What follows belongs to an exercise in optimizing a design on an open flow for small area; a production flow would make more cautious choices. Only simulation tests tie the RTL to the original design; equivalence was not proved.

==> inputs of lagoon <==
==> flow/design.v <==
module l1ado_oai22 (
    input  wire a1, a2, b1, b2,
    output wire y
);
    assign y = ~((a1 | a2) & (b1 | b2));
endmodule
module l1ado_aoi222 (
    input  wire a1, a2, b1, b2, c1, c2,
    output wire y
);
    assign y = ~((a1 & a2) | (b1 & b2) | (c1 & c2));
endmodule
module l1ado_core (
    input  wire        clk,
    input  wire        rst,         
    input  wire        ld_we,
    input  wire [7:0]  ld_addr,
    input  wire [7:0]  ld_data,
    input  wire [7:0]  mem_raddr,
    output wire [7:0]  mem_rdata,
    input  wire        start,
    input  wire [7:0]  start_pc,
    input  wire        cap_en,
    input  wire [15:0] cap,
    output reg         busy,
    output reg         done,
    output reg  [1:0]  reason,      
    output wire [7:0]  pc,
    output wire [7:0]  acc,
    output wire [15:0] icount,
    output wire        in_req,
    input  wire        in_valid,
    input  wire [7:0]  in_data,
    output wire        out_valid,
    output wire [7:0]  out_data
);
    localparam [2:0] S_FETCH = 3'd0, S_OPER = 3'd1, S_MEM1 = 3'd2,
                     S_MEM2 = 3'd3, S_POST = 3'd4;
    reg [2047:0] mem;               
    reg        ph;                  
    reg [7:0]  pc_r, a_r, ad_r, op_r;
    reg [2:0]  st;
    reg [15:0] cnt_r, cap_r;
    reg        cap_en_r;
    genvar gi, gb;
    wire [7:0] raddr = !busy ? mem_raddr :
                       (st == S_FETCH || st == S_OPER) ? pc_r : ad_r;
    wire [15:0] r_hi, r_lo;
    wire [255:0] rsel;
    generate
        for (gi = 0; gi < 16; gi = gi + 1) begin : g_rdec
            assign r_hi[gi] = (raddr[7:4] == gi);
            assign r_lo[gi] = (raddr[3:0] == gi);
        end
        for (gi = 0; gi < 256; gi = gi + 1) begin : g_rsel
            assign rsel[gi] = r_hi[gi / 16] & r_lo[gi % 16];
        end
    endgenerate
    wire [7:0] rd;
    generate
        for (gb = 0; gb < 8; gb = gb + 1) begin : g_rbit
            wire [85:0] t;
            for (gi = 0; gi < 85; gi = gi + 1) begin : g_grp
                l1ado_aoi222 u_sel (
                    .a1(rsel[3*gi]),     .a2(mem[8*(3*gi) + gb]),
                    .b1(rsel[3*gi + 1]), .b2(mem[8*(3*gi + 1) + gb]),
                    .c1(rsel[3*gi + 2]), .c2(mem[8*(3*gi + 2) + gb]),
                    .y(t[gi]));
            end
            assign t[85] = ~(rsel[255] & mem[8*255 + gb]);
            assign rd[gb] = ~(&t) ^ ph;
        end
    endgenerate
    wire valid_op =
        (rd == 8'h00) || (rd == 8'h10) || (rd == 8'h11) || (rd == 8'h12) ||
        (rd == 8'h20) || (rd == 8'h21) || (rd == 8'h22) ||
        (rd == 8'h40) || (rd == 8'h41) || (rd == 8'h48) || (rd == 8'h49) ||
        (rd == 8'h60) || (rd == 8'h61) || (rd == 8'h62) ||
        (rd == 8'hC0) || (rd == 8'hC1) || (rd == 8'hC8) || (rd == 8'hC9) ||
        (rd == 8'hE0) || (rd == 8'hE1) || (rd == 8'hE2);
    wire is_mem  = op_r[6];           
    wire is_ind  = op_r[7];           
    wire is_jmp  = op_r[4];           
    wire is_alu  = op_r[5];           
    wire is_st   = op_r[3];           
    wire is_io   = op_r[0];           
    reg [7:0] alu_y;
    always @(*) begin
        case (op_r[1:0])
            2'd0:    alu_y = a_r + rd;
            2'd1:    alu_y = a_r - rd;
            default: alu_y = ~(a_r & rd);
        endcase
    end
    wire take = (op_r[1:0] == 2'd0) ? 1'b1 :
                (op_r[1:0] == 2'd1) ? a_r[7] : (a_r == 8'd0);
    wire final_mem = (st == S_MEM2) || (st == S_MEM1 && !is_ind);
    wire in_wait   = final_mem && is_st && is_io;
    wire wr_core   = final_mem && is_st && (!is_io || in_valid);
    wire [7:0] pc_inc = pc_r + 8'd1;
    wire       we    = busy ? wr_core : ld_we;
    wire [7:0] waddr = busy ? ad_r : ld_addr;
    wire [7:0] wdata = !busy ? ld_data : (is_io ? in_data : a_r);
    wire [7:0] wx = wdata ^ {8{ph}};
    always @(posedge clk)
        ph <= ~ph;
    wire [15:0] w_hi, w_lo;
    generate
        for (gi = 0; gi < 16; gi = gi + 1) begin : g_wdec
            assign w_hi[gi] = we && (waddr[7:4] == gi);
            assign w_lo[gi] = (waddr[3:0] == gi);
        end
        for (gi = 0; gi < 256; gi = gi + 1) begin : g_word
            wire sel = w_hi[gi / 16] & w_lo[gi % 16];
            for (gb = 0; gb < 8; gb = gb + 1) begin : g_bit
                wire d;
                l1ado_oai22 u_bit (
                    .a1(mem[8*gi + gb]), .a2(sel),
                    .b1(~sel),           .b2(wx[gb]),
                    .y(d));
                always @(posedge clk)
                    mem[8*gi + gb] <= d;
            end
        end
    endgenerate
    always @(posedge clk) begin
        if (rst) begin
            busy <= 1'b0;
            done <= 1'b0;
        end else if (!busy) begin
            if (start) begin
                busy     <= 1'b1;
                done     <= 1'b0;
                st       <= S_FETCH;
                cnt_r    <= 16'd0;
                cap_r    <= cap;
                cap_en_r <= cap_en;
                pc_r     <= start_pc;
                a_r      <= 8'd0;
            end
        end else begin
            case (st)
                S_FETCH: begin
                    if (cap_en_r && cnt_r == cap_r) begin
                        busy   <= 1'b0;
                        done   <= 1'b1;
                        reason <= 2'd2;
                    end else begin
                        pc_r <= pc_inc;
                        op_r <= rd;
                        if (!valid_op) begin
                            busy   <= 1'b0;
                            done   <= 1'b1;
                            reason <= 2'd3;
                        end else begin
                            st <= S_OPER;
                        end
                    end
                end
                S_OPER: begin
                    ad_r <= rd;
                    if (is_mem) begin
                        pc_r <= pc_inc;
                        st   <= S_MEM1;
                    end else begin
                        if (is_jmp && take)
                            pc_r <= rd;
                        else
                            pc_r <= pc_inc;
                        if (is_alu)
                            a_r <= alu_y;
                        else if (!is_jmp)
                            a_r <= rd;
                        st <= S_POST;
                    end
                end
                S_MEM1, S_MEM2: begin
                    if (!final_mem) begin
                        ad_r <= rd;
                        st   <= S_MEM2;
                    end else if (!in_wait || in_valid) begin
                        if (!is_st) begin
                            if (is_alu)
                                a_r <= alu_y;
                            else if (!is_io)
                                a_r <= rd;
                        end
                        st <= S_POST;
                    end
                end
                default: begin  
                    cnt_r <= cnt_r + 16'd1;
                    st    <= S_FETCH;
                    if (pc_r == 8'd0) begin
                        busy   <= 1'b0;
                        done   <= 1'b1;
                        reason <= 2'd1;
                    end
                end
            endcase
        end
    end
    assign mem_rdata = rd;
    assign pc        = pc_r;
    assign acc       = a_r;
    assign icount    = cnt_r;
    assign in_req    = busy && in_wait;
    assign out_valid = busy && final_mem && !is_st && !is_alu && is_io;
    assign out_data  = rd;
endmodule
==> flow/flow/run.sh <==
#!/bin/bash
# Layout flow: the standard flow (standard.sh) with three changes:
#  - clock tree synthesis without dummy loads, with small clock buffers
#    and sink clusters sized for them;
#  - port buffers of the smallest buffer cell instead of the default
#    delay cell.
# Every tool's output goes to flow.log in the work folder (ORFS also keeps
# its per-step logs under orfs/logs/).
set -euo pipefail
export CTS_ARGS="-sink_clustering_enable -repair_clock_nets -dont_use_dummy_load -sink_clustering_size 16 -sink_clustering_max_diameter 50 -buf_list {sky130_fd_sc_hd__clkbuf_4 sky130_fd_sc_hd__clkbuf_8}"
export BUFFER_PORTS_ARGS="-buffer_cell sky130_fd_sc_hd__buf_2"
bash standard.sh > flow.log 2>&1
==> flow/standard.sh <==
#!/bin/bash
# synth_recipe.tcl (not shown) runs the flow's synth.tcl, then flattens the netlist and writes it again
# the make line also repeats each setting of config.mk as NAME=value (left out here)
make -C /OpenROAD-flow-scripts/flow DESIGN_CONFIG=/design/flow/config.mk WORK_HOME=/design/flow/orfs CLKGATE_MAP_FILE= SYNTH_SCRIPT=/design/flow/synth_recipe.tcl "${@:-finish}"
==> flow/config.mk <==
export PLATFORM = sky130hd
export DESIGN_NAME = l1ado_core
export DESIGN_NICKNAME = l1ado_core
export VERILOG_FILES = /design/flow/design.v
export SDC_FILE = /design/flow/constraint.sdc
export NUM_CORES = 4
export LEC_CHECK = 0
export CAP_MARGIN = 0
export CORE_MARGIN = 2
export CORE_UTILIZATION = 50
export PLACE_DENSITY = 0.6
export SETUP_SLACK_MARGIN = 0.3
export SLEW_MARGIN = 0
export SYNTH_HIERARCHICAL = 1
export SYNTH_MINIMUM_KEEP_SIZE = 0
export TNS_END_PERCENT = 100
==> flow/constraint.sdc <==
create_clock -name core_clock -period 10.0 [get_ports {clk}]
set_input_delay 2.0000 -clock core_clock [delete_from_list [all_inputs] [get_ports {clk}]]
set_output_delay 2.0000 -clock core_clock [all_outputs]
set_load 0.01 [all_outputs]
==> inputs of willow, as changes to lagoon <==
==> flow/design.v, changed modules only <==
module l1ado_core (
    input  wire        clk,
    input  wire        rst,         
    input  wire        ld_we,
    input  wire [7:0]  ld_addr,
    input  wire [7:0]  ld_data,
    input  wire [7:0]  mem_raddr,
    output wire [7:0]  mem_rdata,
    input  wire        start,
    input  wire [7:0]  start_pc,
    input  wire        cap_en,
    input  wire [15:0] cap,
    output reg         busy,
    output reg         done,
    output reg  [1:0]  reason,      
    output wire [7:0]  pc,
    output wire [7:0]  acc,
    output wire [15:0] icount,
    output wire        in_req,
    input  wire        in_valid,
    input  wire [7:0]  in_data,
    output wire        out_valid,
    output wire [7:0]  out_data
);
    localparam [1:0] S_FETCH = 2'd0, S_OPER = 2'd1, S_MEM1 = 2'd2,
                     S_MEM2 = 2'd3;
    reg [2047:0] mem;               
    reg        ph;                  
    reg [7:0]  pc_r, a_r, ad_r, op_r;
    reg [1:0]  st;
    reg [15:0] cnt_r, cap_r;
    reg        cap_en_r;
    genvar gi, gb;
    wire [7:0] raddr = !busy ? mem_raddr :
                       (st == S_FETCH || st == S_OPER) ? pc_r : ad_r;
    wire [15:0] r_hi, r_lo;
    wire [255:0] rsel;
    generate
        for (gi = 0; gi < 16; gi = gi + 1) begin : g_rdec
            assign r_hi[gi] = (raddr[7:4] == gi);
            assign r_lo[gi] = (raddr[3:0] == gi);
        end
        for (gi = 0; gi < 256; gi = gi + 1) begin : g_rsel
            assign rsel[gi] = r_hi[gi / 16] & r_lo[gi % 16];
        end
    endgenerate
    wire [7:0] rd;
    generate
        for (gb = 0; gb < 8; gb = gb + 1) begin : g_rbit
            wire [85:0] t;
            for (gi = 0; gi < 85; gi = gi + 1) begin : g_grp
                l1ado_aoi222 u_sel (
                    .a1(rsel[3*gi]),     .a2(mem[8*(3*gi) + gb]),
                    .b1(rsel[3*gi + 1]), .b2(mem[8*(3*gi + 1) + gb]),
                    .c1(rsel[3*gi + 2]), .c2(mem[8*(3*gi + 2) + gb]),
                    .y(t[gi]));
            end
            assign t[85] = ~(rsel[255] & mem[8*255 + gb]);
            assign rd[gb] = ~(&t) ^ ph;
        end
    endgenerate
    wire valid_op =
        (rd == 8'h00) || (rd == 8'h10) || (rd == 8'h11) || (rd == 8'h12) ||
        (rd == 8'h20) || (rd == 8'h21) || (rd == 8'h22) ||
        (rd == 8'h40) || (rd == 8'h41) || (rd == 8'h48) || (rd == 8'h49) ||
        (rd == 8'h60) || (rd == 8'h61) || (rd == 8'h62) ||
        (rd == 8'hC0) || (rd == 8'hC1) || (rd == 8'hC8) || (rd == 8'hC9) ||
        (rd == 8'hE0) || (rd == 8'hE1) || (rd == 8'hE2);
    wire is_mem  = op_r[6];           
    wire is_ind  = op_r[7];           
    wire is_jmp  = op_r[4];           
    wire is_alu  = op_r[5];           
    wire is_st   = op_r[3];           
    wire is_io   = op_r[0];           
    reg [7:0] alu_y;
    always @(*) begin
        case (op_r[1:0])
            2'd0:    alu_y = a_r + rd;
            2'd1:    alu_y = a_r - rd;
            default: alu_y = ~(a_r & rd);
        endcase
    end
    wire take = (op_r[1:0] == 2'd0) ? 1'b1 :
                (op_r[1:0] == 2'd1) ? a_r[7] : (a_r == 8'd0);
    wire final_mem = (st == S_MEM2) || (st == S_MEM1 && !is_ind);
    wire in_wait   = final_mem && is_st && is_io;
    wire wr_core   = final_mem && is_st && (!is_io || in_valid);
    wire fetch   = (st == S_FETCH);
    wire oper    = (st == S_OPER);
    wire capped  = cap_en_r && (cnt_r == cap_r);
    wire fin_imm = oper && !is_mem;
    wire fin     = fin_imm || (final_mem && !(in_wait && !in_valid));
    wire [7:0] pc_inc = pc_r + 8'd1;
    wire [7:0] pc_d   = (fin_imm && is_jmp && take) ? rd : pc_inc;
    wire [7:0] pc_end = fin_imm ? pc_d : pc_r;      
    wire       halt   = (pc_end == 8'd0);
    wire       a_we   = fin && !is_st && !is_jmp && (is_alu || !is_io);
    wire       we    = busy ? wr_core : ld_we;
    wire [7:0] waddr = busy ? ad_r : ld_addr;
    wire [7:0] wdata = !busy ? ld_data : (is_io ? in_data : a_r);
    wire [7:0] wx = wdata ^ {8{ph}};
    always @(posedge clk)
        ph <= ~ph;
    wire [31:0] w_row;
    wire [7:0]  w_col;
    generate
        for (gi = 0; gi < 32; gi = gi + 1) begin : g_wrow
            assign w_row[gi] = we && (waddr[7:3] == gi);
        end
        for (gi = 0; gi < 8; gi = gi + 1) begin : g_wcol
            assign w_col[gi] = (waddr[2:0] == gi);
        end
        for (gi = 0; gi < 256; gi = gi + 1) begin : g_word
            wire sel = w_row[gi / 8] & w_col[gi % 8];
            for (gb = 0; gb < 8; gb = gb + 1) begin : g_bit
                wire d;
                l1ado_oai22 u_bit (
                    .a1(mem[8*gi + gb]), .a2(sel),
                    .b1(~w_row[gi / 8]), .b2(~w_col[gi % 8] | wx[gb]),
                    .y(d));
                always @(posedge clk)
                    mem[8*gi + gb] <= d;
            end
        end
    endgenerate
    always @(posedge clk) begin
        if (rst) begin
            busy <= 1'b0;
            done <= 1'b0;
        end else if (!busy) begin
            if (start) begin
                busy     <= 1'b1;
                done     <= 1'b0;
                st       <= S_FETCH;
                cnt_r    <= 16'd0;
                cap_r    <= cap;
                cap_en_r <= cap_en;
                pc_r     <= start_pc;
                a_r      <= 8'd0;
            end
        end else begin
            if ((fetch && !capped) || oper)
                pc_r <= pc_d;
            if (fetch)
                op_r <= rd;
            if (oper || (st == S_MEM1 && is_ind))
                ad_r <= rd;
            if (a_we)
                a_r <= is_alu ? alu_y : rd;
            if (fin)
                cnt_r <= cnt_r + 16'd1;
            if (fetch) begin
                if (capped) begin
                    busy   <= 1'b0;
                    done   <= 1'b1;
                    reason <= 2'd2;
                end else if (!valid_op) begin
                    busy   <= 1'b0;
                    done   <= 1'b1;
                    reason <= 2'd3;
                end else begin
                    st <= S_OPER;
                end
            end else if (fin) begin
                if (halt) begin
                    busy   <= 1'b0;
                    done   <= 1'b1;
                    reason <= 2'd1;
                end
                st <= S_FETCH;
            end else if (oper) begin
                st <= S_MEM1;
            end else begin
                st <= S_MEM2;     
            end
        end
    end
    assign mem_rdata = rd;
    assign pc        = pc_r;
    assign acc       = a_r;
    assign icount    = cnt_r;
    assign in_req    = busy && in_wait;
    assign out_valid = busy && final_mem && !is_st && !is_alu && is_io;
    assign out_data  = rd;
endmodule
==> flow/flow/run.sh (replaced) <==
#!/bin/bash
# Layout flow: the standard flow (standard.sh) with two changes:
#  - clock tree synthesis without dummy loads, with clkbuf_4 clock buffers
#    and sink clusters sized for them;
#  - port buffers of a small buffer cell (buf_2) instead of the default
#    delay cell.
# Every tool's output goes to flow.log in the work folder (ORFS also keeps
# its per-step logs under orfs/logs/).
set -euo pipefail
export CTS_ARGS="-sink_clustering_enable -repair_clock_nets -dont_use_dummy_load -sink_clustering_size 10 -sink_clustering_max_diameter 30 -buf_list {sky130_fd_sc_hd__clkbuf_4}"
export BUFFER_PORTS_ARGS="-buffer_cell sky130_fd_sc_hd__buf_2"
bash standard.sh > flow.log 2>&1
==> inputs of juniper, as changes to lagoon <==
--- a/flow/design.v
+++ b/flow/design.v
@@ -47,5 +47,5 @@
                        (st == S_FETCH || st == S_OPER) ? pc_r : ad_r;
     wire [15:0] r_hi, r_lo;
-    wire [255:0] rsel;
+    wire [257:0] rsel;
     generate
         for (gi = 0; gi < 16; gi = gi + 1) begin : g_rdec
@@ -57,16 +57,17 @@
         end
     endgenerate
+    assign rsel[257:256] = 2'b00;
+    wire [2063:0] mem_x = {16'd0, mem};    
     wire [7:0] rd;
     generate
         for (gb = 0; gb < 8; gb = gb + 1) begin : g_rbit
             wire [85:0] t;
-            for (gi = 0; gi < 85; gi = gi + 1) begin : g_grp
+            for (gi = 0; gi < 86; gi = gi + 1) begin : g_grp
                 l1ado_aoi222 u_sel (
-                    .a1(rsel[3*gi]),     .a2(mem[8*(3*gi) + gb]),
-                    .b1(rsel[3*gi + 1]), .b2(mem[8*(3*gi + 1) + gb]),
-                    .c1(rsel[3*gi + 2]), .c2(mem[8*(3*gi + 2) + gb]),
+                    .a1(rsel[3*gi]),     .a2(mem_x[8*(3*gi) + gb]),
+                    .b1(rsel[3*gi + 1]), .b2(mem_x[8*(3*gi + 1) + gb]),
+                    .c1(rsel[3*gi + 2]), .c2(mem_x[8*(3*gi + 2) + gb]),
                     .y(t[gi]));
             end
-            assign t[85] = ~(rsel[255] & mem[8*255 + gb]);
             assign rd[gb] = ~(&t) ^ ph;
         end
==> flow/run.sh (new file) <==
#!/bin/bash
# synth_recipe.tcl (not shown) runs the flow's synth.tcl, then flattens the netlist and writes it again
# the make line also repeats each setting of config.mk as NAME=value (left out here)
make -C /OpenROAD-flow-scripts/flow DESIGN_CONFIG=/design/flow/config.mk WORK_HOME=/design/flow/orfs CLKGATE_MAP_FILE= SYNTH_SCRIPT=/design/flow/synth_recipe.tcl finish
Settings changed: CAP_MARGIN 0 to 20, CTS_BUF_LIST from default to sky130_fd_sc_hd__clkbuf_4 sky130_fd_sc_hd__clkbuf_8, CTS_CLUSTER_DIAMETER from default to 50, CTS_CLUSTER_SIZE from default to 16, SLEW_MARGIN 0 to 20.
removed: flow/flow/run.sh
removed: flow/standard.sh
==> qor summary <==
quantity	lagoon	juniper	willow
Total routing resource utilization after global routing	0.350	0.353	0.469
Skew-Pair Late Insertion Delay	970 ps	960 ps	1440 ps
Post-cts gate resize count	0	6	4
Portion of synthesized cell area occupied by the leading cell type	0.582	0.582	0.589
Compound-cell area share of the yosys netlist	0.290	0.288	0.291
Area occupied by multi-input gates	26300 sq um	26400 sq um	26500 sq um
Max Buffers Root-to-Sink	3	3	4
Run status	no timing/DRC/antenna violations	no timing/DRC/antenna violations	finished with violations
Violated checks	-	-	max-slew violations
Half-perimeter wire length of the detailed placement result	171000 microns	175000 microns	203000 microns
Largest stage delay on the critical path	940 ps	680 ps	890 ps
Vias	63.0k	63.3k	69.8k
Clk root buf	sky130_fd_sc_hd__clkbuf_8	sky130_fd_sc_hd__clkbuf_8	sky130_fd_sc_hd__clkbuf_4
Max stage delay cell, worst path	sky130_fd_sc_hd__a222oi_1	sky130_fd_sc_hd__clkdlybuf4s50_1	sky130_fd_sc_hd__nor4_1
Average wire per cell in the routed design	30.6 microns	30.3 microns	39.4 microns
Initial core utilization	0.505	0.505	0.502

-- port drivers added, routing unchanged --
No port has a modelled driver above. Below, the same layouts with a new extraction and two added sets of constraints. Step 1: set_driving_cell puts a clkbuf_16 on clk and a buf_2 on each other input, an assumption about the parent block. Step 2 times the ports against the registers' clock, not the clock port: input delays grow and output delays shrink by t, the midpoint of the rising clock arrivals with the driver on. a / b / c = no drivers / after step 1 / after step 2; a / b = the first two.
| run | t, ns | setup slack, ns | hold slack, ns | worst setup path after step 2 |
|---|---|---|---|---|
| lagoon | 0.986 | 0.489 / 0.406 / 0.332 | 0.442 / 0.442 / 0.442 | input to register |
| willow | 1.430 | 0.226 / 0.205 / 0.205 | 0.441 / 0.441 / 0.441 | input to output |
| juniper | 1.015 | 0.273 / 0.233 / 0.223 | 0.448 / 0.448 / 0.448 | input to register |
For lagoon, which loses most, drivers alone change the setup slack by -0.083 ns; drivers and shift together by -0.157 ns.
